This design comes from an exercise in tuning for small area, a short achievable clock period and few clock cycles on the open sky130 flow, not from production work. The RTL was checked by simulation tests, not by an equivalence proof against the original design. Power is estimated from default activity; no workload was simulated.

==> flow/design.v <==
module pov_core (
    input  wire        clk,
    input  wire        rst,           
    input  wire        cmd_valid,
    input  wire [39:0] cmd_word,
    output wire        cmd_ready,
    output reg         resp_valid,
    output reg  [7:0]  resp_code,
    input  wire        tick_valid,
    output wire        tick_ready,
    output reg         led_data,
    output reg         led_clk,
    output reg         led_latch,
    output wire        led_oe,
    output reg  [3:0]  coil,
    output reg  [31:0] step_delay_ms,
    output reg         timer_armed
);
    localparam CAP       = 16;
    localparam CW        = 4;
    localparam SPP       = 26;
    localparam L         = 3;
    localparam BACK_LAG  = (L + SPP - 1) / SPP;
    localparam [7:0] BACK_STEP0 = (SPP - (L % SPP)) % SPP;
    localparam integer READ_BACK0_I = (CAP - (BACK_LAG % CAP)) % CAP;
    localparam [CW-1:0] READ_BACK0 = READ_BACK0_I[CW-1:0];
    localparam [7:0] FRONT_MASK = 8'h55;
    localparam [7:0] BACK_MASK  = 8'hAA;
    localparam [7:0] R_OK      = 8'h00;
    localparam [7:0] R_FULL    = 8'h01;
    localparam [7:0] R_ILLEGAL = 8'h80;
    localparam [7:0] R_BADARG  = 8'h81;
    localparam [7:0] R_HALTED  = 8'h82;
    localparam [7:0] OP_PUSH     = 8'h01;
    localparam [7:0] OP_SETDIR   = 8'h02;
    localparam [7:0] OP_SETHL    = 8'h03;
    localparam [7:0] OP_SETSPEED = 8'h04;
    localparam [7:0] OP_SHUTDOWN = 8'h05;
    localparam [1:0] S_IDLE  = 2'd0;
    localparam [1:0] S_SHIFT = 2'd1;
    localparam [1:0] S_DIV   = 2'd2;
    localparam [1:0] S_DONE  = 2'd3;
    reg [1:0]    state;
    reg [7:0]    slots [0:CAP-1];
    reg [CW-1:0] write_end;
    reg [CW-1:0] read_front;
    reg [CW-1:0] read_back;
    reg [7:0]    pixel_step;
    reg [7:0]    back_step;
    reg [7:0]    highlighted;
    reg          underrun;
    reg [2:0]    phase_index;
    reg          dneg;
    reg          halted;
    reg [7:0]    frame;
    reg [4:0]    shift_cnt;      
    reg          coil_write;
    reg [3:0]    coil_next;
    reg [55:0]   div_dq;         
    reg [23:0]   div_rem;
    reg [23:0]   div_den;
    reg [3:0]    div_rshift;
    reg [5:0]    div_cnt;
    assign led_oe     = 1'b0;
    assign cmd_ready  = (state == S_IDLE);
    assign tick_ready = (state == S_IDLE) && !cmd_valid;
    wire cmd_fire  = cmd_valid && cmd_ready;
    wire tick_fire = tick_valid && tick_ready;
    wire [7:0]  op  = cmd_word[39:32];
    wire [31:0] arg = cmd_word[31:0];
    wire buf_full = (write_end == read_front - 4'd2);
    wire        sp_sign = arg[31];
    wire [7:0]  sp_exp  = arg[30:23];
    wire [22:0] sp_frac = arg[22:0];
    wire        sp_ok   = !sp_sign && (sp_exp != 8'hFF) && (arg[30:0] != 31'd0);
    wire [23:0] sp_mant = (sp_exp == 8'd0) ? {1'b0, sp_frac} : {1'b1, sp_frac};
    wire signed [9:0] sp_k = (sp_exp == 8'd0) ? 10'sd137
                                              : 10'sd138 - $signed({2'b00, sp_exp});
    wire        sp_sat  = (sp_k >= 10'sd41);
    wire        sp_zero = (sp_k <= -10'sd16);
    wire [5:0]  sp_lshift = (sp_k > 10'sd0) ? sp_k[5:0] : 6'd0;
    wire [3:0]  sp_rshift = (sp_k < 10'sd0) ? 4'd0 - sp_k[3:0] : 4'd0;
    wire [7:0] front_bits = (pixel_step <= highlighted) ? (slots[read_front] & FRONT_MASK) : 8'h00;
    wire [7:0] back_bits  = (back_step  <= highlighted) ? (slots[read_back]  & BACK_MASK)  : 8'h00;
    wire [7:0] tick_out   = front_bits | back_bits;
    wire [2:0] phase_nxt  = dneg ? phase_index - 3'd1 : phase_index + 3'd1;
    wire [7:0] pixel_nxt  = (pixel_step == SPP - 1) ? 8'd0 : pixel_step + 8'd1;
    wire [7:0] back_nxt   = (back_step  == SPP - 1) ? 8'd0 : back_step  + 8'd1;
    wire       front_wrap = (pixel_nxt == 8'd0);
    wire       front_adv  = front_wrap && (read_front != write_end);
    wire       under_nxt  = underrun || (front_wrap && (read_front == write_end));
    wire       back_adv   = (back_nxt == 8'd0) && !under_nxt;
    reg [3:0] phase_pattern;
    always @(*) begin
        case (phase_nxt)
            3'd0: phase_pattern = 4'b0001;
            3'd1: phase_pattern = 4'b0011;
            3'd2: phase_pattern = 4'b0010;
            3'd3: phase_pattern = 4'b0110;
            3'd4: phase_pattern = 4'b0100;
            3'd5: phase_pattern = 4'b1100;
            3'd6: phase_pattern = 4'b1000;
            default: phase_pattern = 4'b1001;
        endcase
    end
    wire [24:0] div_shl  = {div_rem[23:0], div_dq[55]};
    wire [24:0] div_sub  = div_shl - {1'b0, div_den};
    wire        div_geq  = !div_sub[24];
    wire [55:0] div_q    = div_dq >> div_rshift;
    integer i;
    always @(posedge clk) begin
        if (rst) begin
            state         <= S_IDLE;
            write_end     <= {CW{1'b0}};
            read_front    <= {CW{1'b0}};
            read_back     <= READ_BACK0;
            pixel_step    <= 8'd0;
            back_step     <= BACK_STEP0;
            highlighted   <= 8'd0;
            underrun      <= 1'b0;
            phase_index   <= 3'd0;
            dneg          <= 1'b0;
            halted        <= 1'b0;
            timer_armed   <= 1'b1;
            step_delay_ms <= 32'd0;
            for (i = 0; i < CAP; i = i + 1)
                slots[i] <= 8'h00;
            frame         <= 8'h00;
            shift_cnt     <= 5'd0;
            coil_write    <= 1'b0;
            coil_next     <= 4'd0;
            coil          <= 4'd0;
            led_data      <= 1'b0;
            led_clk       <= 1'b0;
            led_latch     <= 1'b0;
            resp_valid    <= 1'b0;
            resp_code     <= 8'h00;
            div_dq        <= 56'd0;
            div_rem       <= 24'd0;
            div_den       <= 24'd0;
            div_rshift    <= 4'd0;
            div_cnt       <= 6'd0;
        end else begin
            resp_valid <= 1'b0;
            case (state)
            S_IDLE: begin
                if (cmd_fire) begin
                    resp_valid <= 1'b1;
                    if (halted) begin
                        resp_code <= R_HALTED;
                    end else begin
                        case (op)
                        OP_PUSH: begin
                            if (arg[31:8] != 24'd0) begin
                                resp_code <= R_BADARG;
                            end else if (buf_full) begin
                                resp_code <= R_FULL;
                            end else begin
                                slots[write_end] <= arg[7:0];
                                write_end        <= write_end + 1'b1;
                                underrun         <= 1'b0;
                                resp_code        <= R_OK;
                            end
                        end
                        OP_SETDIR: begin
                            if (arg[31:1] != 31'd0) begin
                                resp_code <= R_BADARG;
                            end else begin
                                dneg      <= arg[0];
                                resp_code <= R_OK;
                            end
                        end
                        OP_SETHL: begin
                            highlighted <= (arg > SPP) ? SPP[7:0] : arg[7:0];
                            resp_code   <= R_OK;
                        end
                        OP_SETSPEED: begin
                            if (!sp_ok) begin
                                resp_code <= R_BADARG;
                            end else if (sp_sat) begin
                                step_delay_ms <= 32'hFFFF_FFFF;
                                resp_code     <= R_OK;
                            end else if (sp_zero) begin
                                step_delay_ms <= 32'd0;
                                resp_code     <= R_OK;
                            end else begin
                                resp_valid <= 1'b0;
                                div_dq     <= {40'd0, 16'd60000} << sp_lshift;
                                div_rem    <= 24'd0;
                                div_den    <= sp_mant;
                                div_rshift <= sp_rshift;
                                div_cnt    <= 6'd56;
                                state      <= S_DIV;
                            end
                        end
                        OP_SHUTDOWN: begin
                            if (arg != 32'd0) begin
                                resp_code <= R_BADARG;
                            end else begin
                                halted      <= 1'b1;
                                timer_armed <= 1'b0;
                                resp_code   <= R_OK;
                            end
                        end
                        default: resp_code <= R_ILLEGAL;
                        endcase
                    end
                end else if (tick_fire && !halted) begin
                    frame       <= tick_out;
                    phase_index <= phase_nxt;
                    pixel_step  <= pixel_nxt;
                    back_step   <= back_nxt;
                    if (front_adv)
                        read_front <= read_front + 1'b1;
                    underrun    <= under_nxt;
                    if (back_adv)
                        read_back <= read_back + 1'b1;
                    coil_write  <= !under_nxt;
                    coil_next   <= phase_pattern;
                    shift_cnt   <= 5'd0;
                    state       <= S_SHIFT;
                end
            end
            S_SHIFT: begin
                shift_cnt <= shift_cnt + 5'd1;
                if (shift_cnt < 5'd24) begin
                    case (shift_cnt % 3)
                    0: begin
                        led_data <= frame[7];
                        frame    <= {frame[6:0], 1'b0};
                    end
                    1: led_clk <= 1'b1;
                    default: led_clk <= 1'b0;
                    endcase
                end else if (shift_cnt == 5'd24) begin
                    led_latch <= 1'b1;
                end else if (shift_cnt == 5'd25) begin
                    led_latch <= 1'b0;
                end else begin
                    if (coil_write)
                        coil <= coil_next;
                    state <= S_IDLE;
                end
            end
            S_DIV: begin
                div_rem <= div_geq ? div_sub[23:0] : div_shl[23:0];
                div_dq  <= {div_dq[54:0], div_geq};
                div_cnt <= div_cnt - 6'd1;
                if (div_cnt == 6'd1)
                    state <= S_DONE;
            end
            default: begin  
                step_delay_ms <= (div_q[55:32] != 24'd0) ? 32'hFFFF_FFFF : div_q[31:0];
                resp_valid    <= 1'b1;
                resp_code     <= R_OK;
                state         <= S_IDLE;
            end
            endcase
        end
    end
endmodule
==> flow/run.sh <==
#!/bin/bash
# synth_recipe.tcl (not shown) runs the flow's synth.tcl, then flattens the netlist and writes it again
# the make line also repeats each setting of config.mk as NAME=value (left out here)
make -C /OpenROAD-flow-scripts/flow DESIGN_CONFIG=/design/flow/config.mk WORK_HOME=/design/flow/orfs CLKGATE_MAP_FILE= SYNTH_SCRIPT=/design/flow/synth_recipe.tcl finish
==> flow/config.mk <==
export PLATFORM = sky130hd
export DESIGN_NAME = pov_core
export DESIGN_NICKNAME = pov_core
export VERILOG_FILES = /design/flow/design.v
export SDC_FILE = /design/flow/constraint.sdc
export NUM_CORES = 4
export LEC_CHECK = 0
export CAP_MARGIN = 20
export CORE_MARGIN = 2
export CORE_UTILIZATION = 40
export PLACE_DENSITY = 0.6
export SLEW_MARGIN = 20
==> flow/constraint.sdc <==
create_clock -name core_clock -period 6.5 [get_ports {clk}]
set_input_delay 1.3000 -clock core_clock [delete_from_list [all_inputs] [get_ports {clk}]]
set_output_delay 1.3000 -clock core_clock [all_outputs]
set_load 0.01 [all_outputs]
==> impl_metrics.py <==
metrics = {
    "status": {
        "outcome": "timing/DRC/antenna clean",
    },
    "layout": {
        "area_delta_synth_final_pct": 13.9,
        "finalNonFillerCells": 3025,
        "stdcell_area_um2": 23800,
        "drive_gt1_share_pct": 9.73,
        "layout.nets": 2437,
    },
    "synthesis": {
        "synth_compound_area_share_pct": 17.1,
        "synth_xor_area_share_pct": 2.59,
        "synth_ff_type": "dfxtp_1",
        "postSynthAreaPerCell_um2": 9.16,
        "synth-edff-count": 128,
        "synth_largest_area_cell": "dfxtp_1",
        "yosysUniqueCellTypes": 82,
        "synthCells": 2285,
        "ys_ff_latch": 356,
        "synth_top_family_by_area": "simple AND/OR/NAND/NOR gates",
        "muxShareOfSynthArea_pct": 10.8,
        "synth-async-reset-ratio_pct": 0,
        "yosysTopAreaCellShare_pct": 21.8,
        "yosys.area_share.simple_pct": 19.9,
        "synth_adder_area_share_pct": 4.85,
        "synth_warnings": 1,
        "syn_area_um2": 20900,
        "yosys.cell_count.top_type": "nand2_1",
        "synth_common_cells": "nand2_1 (289), dfxtp_1 (228), nor2_1 (188)",
        "synth.area.top_cells": "dfxtp_1 (22%), edfxtp_1 (18%), mux4_2 (8.2%)",
        "seq_area_frac_synth_pct": 40.2,
    },
    "placement": {
        "port_buffers": 89,
        "dp_cells": 2949,
        "dpl.hpwl_mm": 40.0,
        "gp_congestion": 0.881,
        "place_area_um2": 22500,
    },
    "worst_hold_path": {
        "hp-class": "reg -> reg",
        "holdCritStartpoint": "div_den[10]",
        "hold_depth": 2,
        "holdPathEnd": "div_den[10]",
    },
    "cts": {
        "clk_path_buf_depth": 3,
        "htree_levels": 2,
        "cts_tree": "yes",
        "clkTransAtPathRegs_ps": 60,
        "clk_latency_ps": 580,
        "root_buffer": "clkbuf_16",
        "post_cts_buffers": 0,
        "cts_buffers": 41,
        "clock_sinks": 356,
        "cts_resized": 0,
        "cts_hold_buf": 0,
    },
    "power": {
        "ir_drop_v": 0.000190,
        "total_power_mw": 6.44,
        "p_leak_nw": 8.72,
        "p_per_area_nw_per_um2": 270,
    },
    "worst_setup_path": {
        "cp_max_fo": 17,
        "worstSetupPathType": "reg -> reg",
        "start_kind": "register",
        "reg2reg_slack_ps": 1240,
        "r2r-start": "shift_cnt[3]",
        "endpoint_kind": "register",
        "arrival_ps": 5790,
        "rr_worst_depth": 15,
        "required_ps": 7030,
        "worstReg2RegEnd": "frame[1]",
    },
    "floorplan": {
        "core-area_um2": 51500,
        "dieArea_um2": 54200,
        "num_rows": 83,
        "die_h_um": 233,
        "die_x_um": 233,
        "io-pin-count": 96,
        "start_util_pct": 40.6,
    },
    "sta": {
        "fmax_mhz": 190,
        "tns_ps": 0,
        "rsz0062_at_grt": "false",
        "final-max-slew-violation-count": 0,
        "period_needed_ps": 5260,
        "fin_crit_sh_pct": 81.0,
        "worst_slew_pin_slew_ps": 973,
        "max_slew_margin_pct": 34.9,
        "finalClockSkew_ps": 19.6,
        "setup_violations": 0,
        "hold_viol_final": 0,
    },
    "global_route": {
        "antenna_found_initial": 7,
        "grt_start_max_net_pins": 106,
        "grt_pass1_wl_mm": 90.5,
        "overflow": 0,
        "grt_pass1_vias": 16400,
        "grtUsageTotal_pct": 20.9,
    },
    "route": {
        "via_count": 17500,
        "ant_nets": 0,
        "firstDrtPassIters": 6,
        "wl_per_cell_um": 18.8,
        "drc_errors": 0,
        "vias_per_cell": 5.78,
        "routed_wl_mm": 56.9,
        "drt_iter0_drc": 1749,
    },
    "flow_run": {
        "cap_violations": 0,
    },
}
-- metrics by stage --
stage | hold WS (ps) | setup WS [ps] | utilization, %
finish | 452 | 1240 | 46.3
global route | 469 | 746 | 46.3
floorplan | 431 | 2130 | -
detailed placement | 445 | 968 | 43.6
CTS | 453 | 1130 | 46.2
global placement | 435 | 1000 | 43.6
-- cells in the final DEF, fill, tap and decap left out, types with 10 or more instances in the layout --
cell type,n
a21oi_1,174
a32oi_1,14
nand3_1,63
nor4_1,13
and3_1,45
o211ai_1,11
and2_1,137
nand4_1,18
xor2_1,22
o41ai_1,19
mux4_2,76
dfxtp_1,226
nor2_1,188
clkdlybuf4s50_1,88
a21o_1,13
a31oi_1,33
mux2i_1,47
o21ai_0,101
edfxtp_1,128
nand2_1,289
nand2b_1,11
ha_1,77
a211oi_1,55
nor3_1,53
buf_4,51
clkbuf_16,41
xnor2_1,39
inv_1,77
o21bai_1,10
-- critical path: stages (launching register included) --
cell and delay, ps:
dfxtp_1 460, ha_1 490, o311ai_0 810, nand2_1 210, inv_1 130, ha_1 260
nor2_1 80, a22oi_1 360, a31oi_1 150, xnor2_1 200, ha_1 260, nor4_2 490
mux2i_1 360, a31oi_2 320, or4_1 550, nand2_1 70
-- kinds of logic (layout without fill, tap and decap cells) --
group,after synthesis,count (layout)
multiplexers,130,130
adder cells (fa/ha/maj),80,80
AO/OA/AOI/OAI,547,547
AND/OR/NAND/NOR,869,869
XOR/XNOR,62,62
other,1,8
buffers and inverters,240,293
flip-flops,356,356
-- sequential cells by signal, indices dropped and copies added, names as in the netlist, 2 cells and up, named ones only --
name           flops
div_cnt            6
step_delay_ms     32
pixel_step         8
phase_index        3
read_front         4
div_rshift         4
read_back          4
back_step          8
shift_cnt          5
coil_next          4
div_den           24
div_rem           24
state              2
coil               4
slots            128
div_dq            56
resp_code          3
frame              8
highlighted        8
write_end          4
-- final cells by class --
class / count / area, µm²
inverter: 79 / 297
antenna: 2 / 5.00
clock inverter: 20 / 241
multi-input combinational: 1694 / 11600
tap: 680 / 851
sequential: 356 / 8410
clock buffer: 53 / 1100
timing repair buffer: 141 / 1300
fill: 4884 / 27700
-- per-layer routing --
metal,wire (µm),GRT usage [%],share of wire (%)
met1,26300,29.5,46
met2,25300,32.8,44
met3,4160,4.47,7.3
met4,1130,4.98,2.0
met5,58,0,0.10
-- how the worst max path moves through the flow --
stage                 startpoint          end
CTS                 shift_cnt[3]     frame[0]
global route        shift_cnt[3]     frame[1]
detailed placement  cmd_word[27]  slots[3][6]
global placement    cmd_word[27]  slots[3][3]
finish              shift_cnt[3]     frame[1]
floorplan           cmd_word[30]   div_dq[42]
-- power by group --
part / total [mW] / switching (mW) / internal (mW)
clock network: 2.34 / 0.972 / 1.36
registers: 2.59 / 0.115 / 2.47
logic: 1.52 / 0.950 / 0.569
Testbench counts, summed over its fixed seeds: cycles 138,238.

==> afterwards: timing with drivers on the ports <==
How much do the figures lean on ideal ports? The routed layout below was timed once more, with nothing changed but the port constraints.
Step 1 assumes that a clkbuf_16 drives the clock port and a buf_2 every other input.
Step 2 adds t to the input delays and takes it off the output delays; t is the mean of the earliest and latest rising clock arrival at the registers after step 1. Input paths then give back, and output paths get back, about the clock's delay inside the block.
Three values: ideal ports, drivers, drivers and shift; two values: the first two.
t (ns): 0.627
setup slack, ns: 1.236 / 1.236 / 0.783
worst setup path after step 2: input to register
worst data-port slew with drivers (ns): 0.09
After both steps setup and hold are still met in this run. For this run, drivers alone change the setup slack by 0.000 ns; drivers and shift together by -0.453 ns.
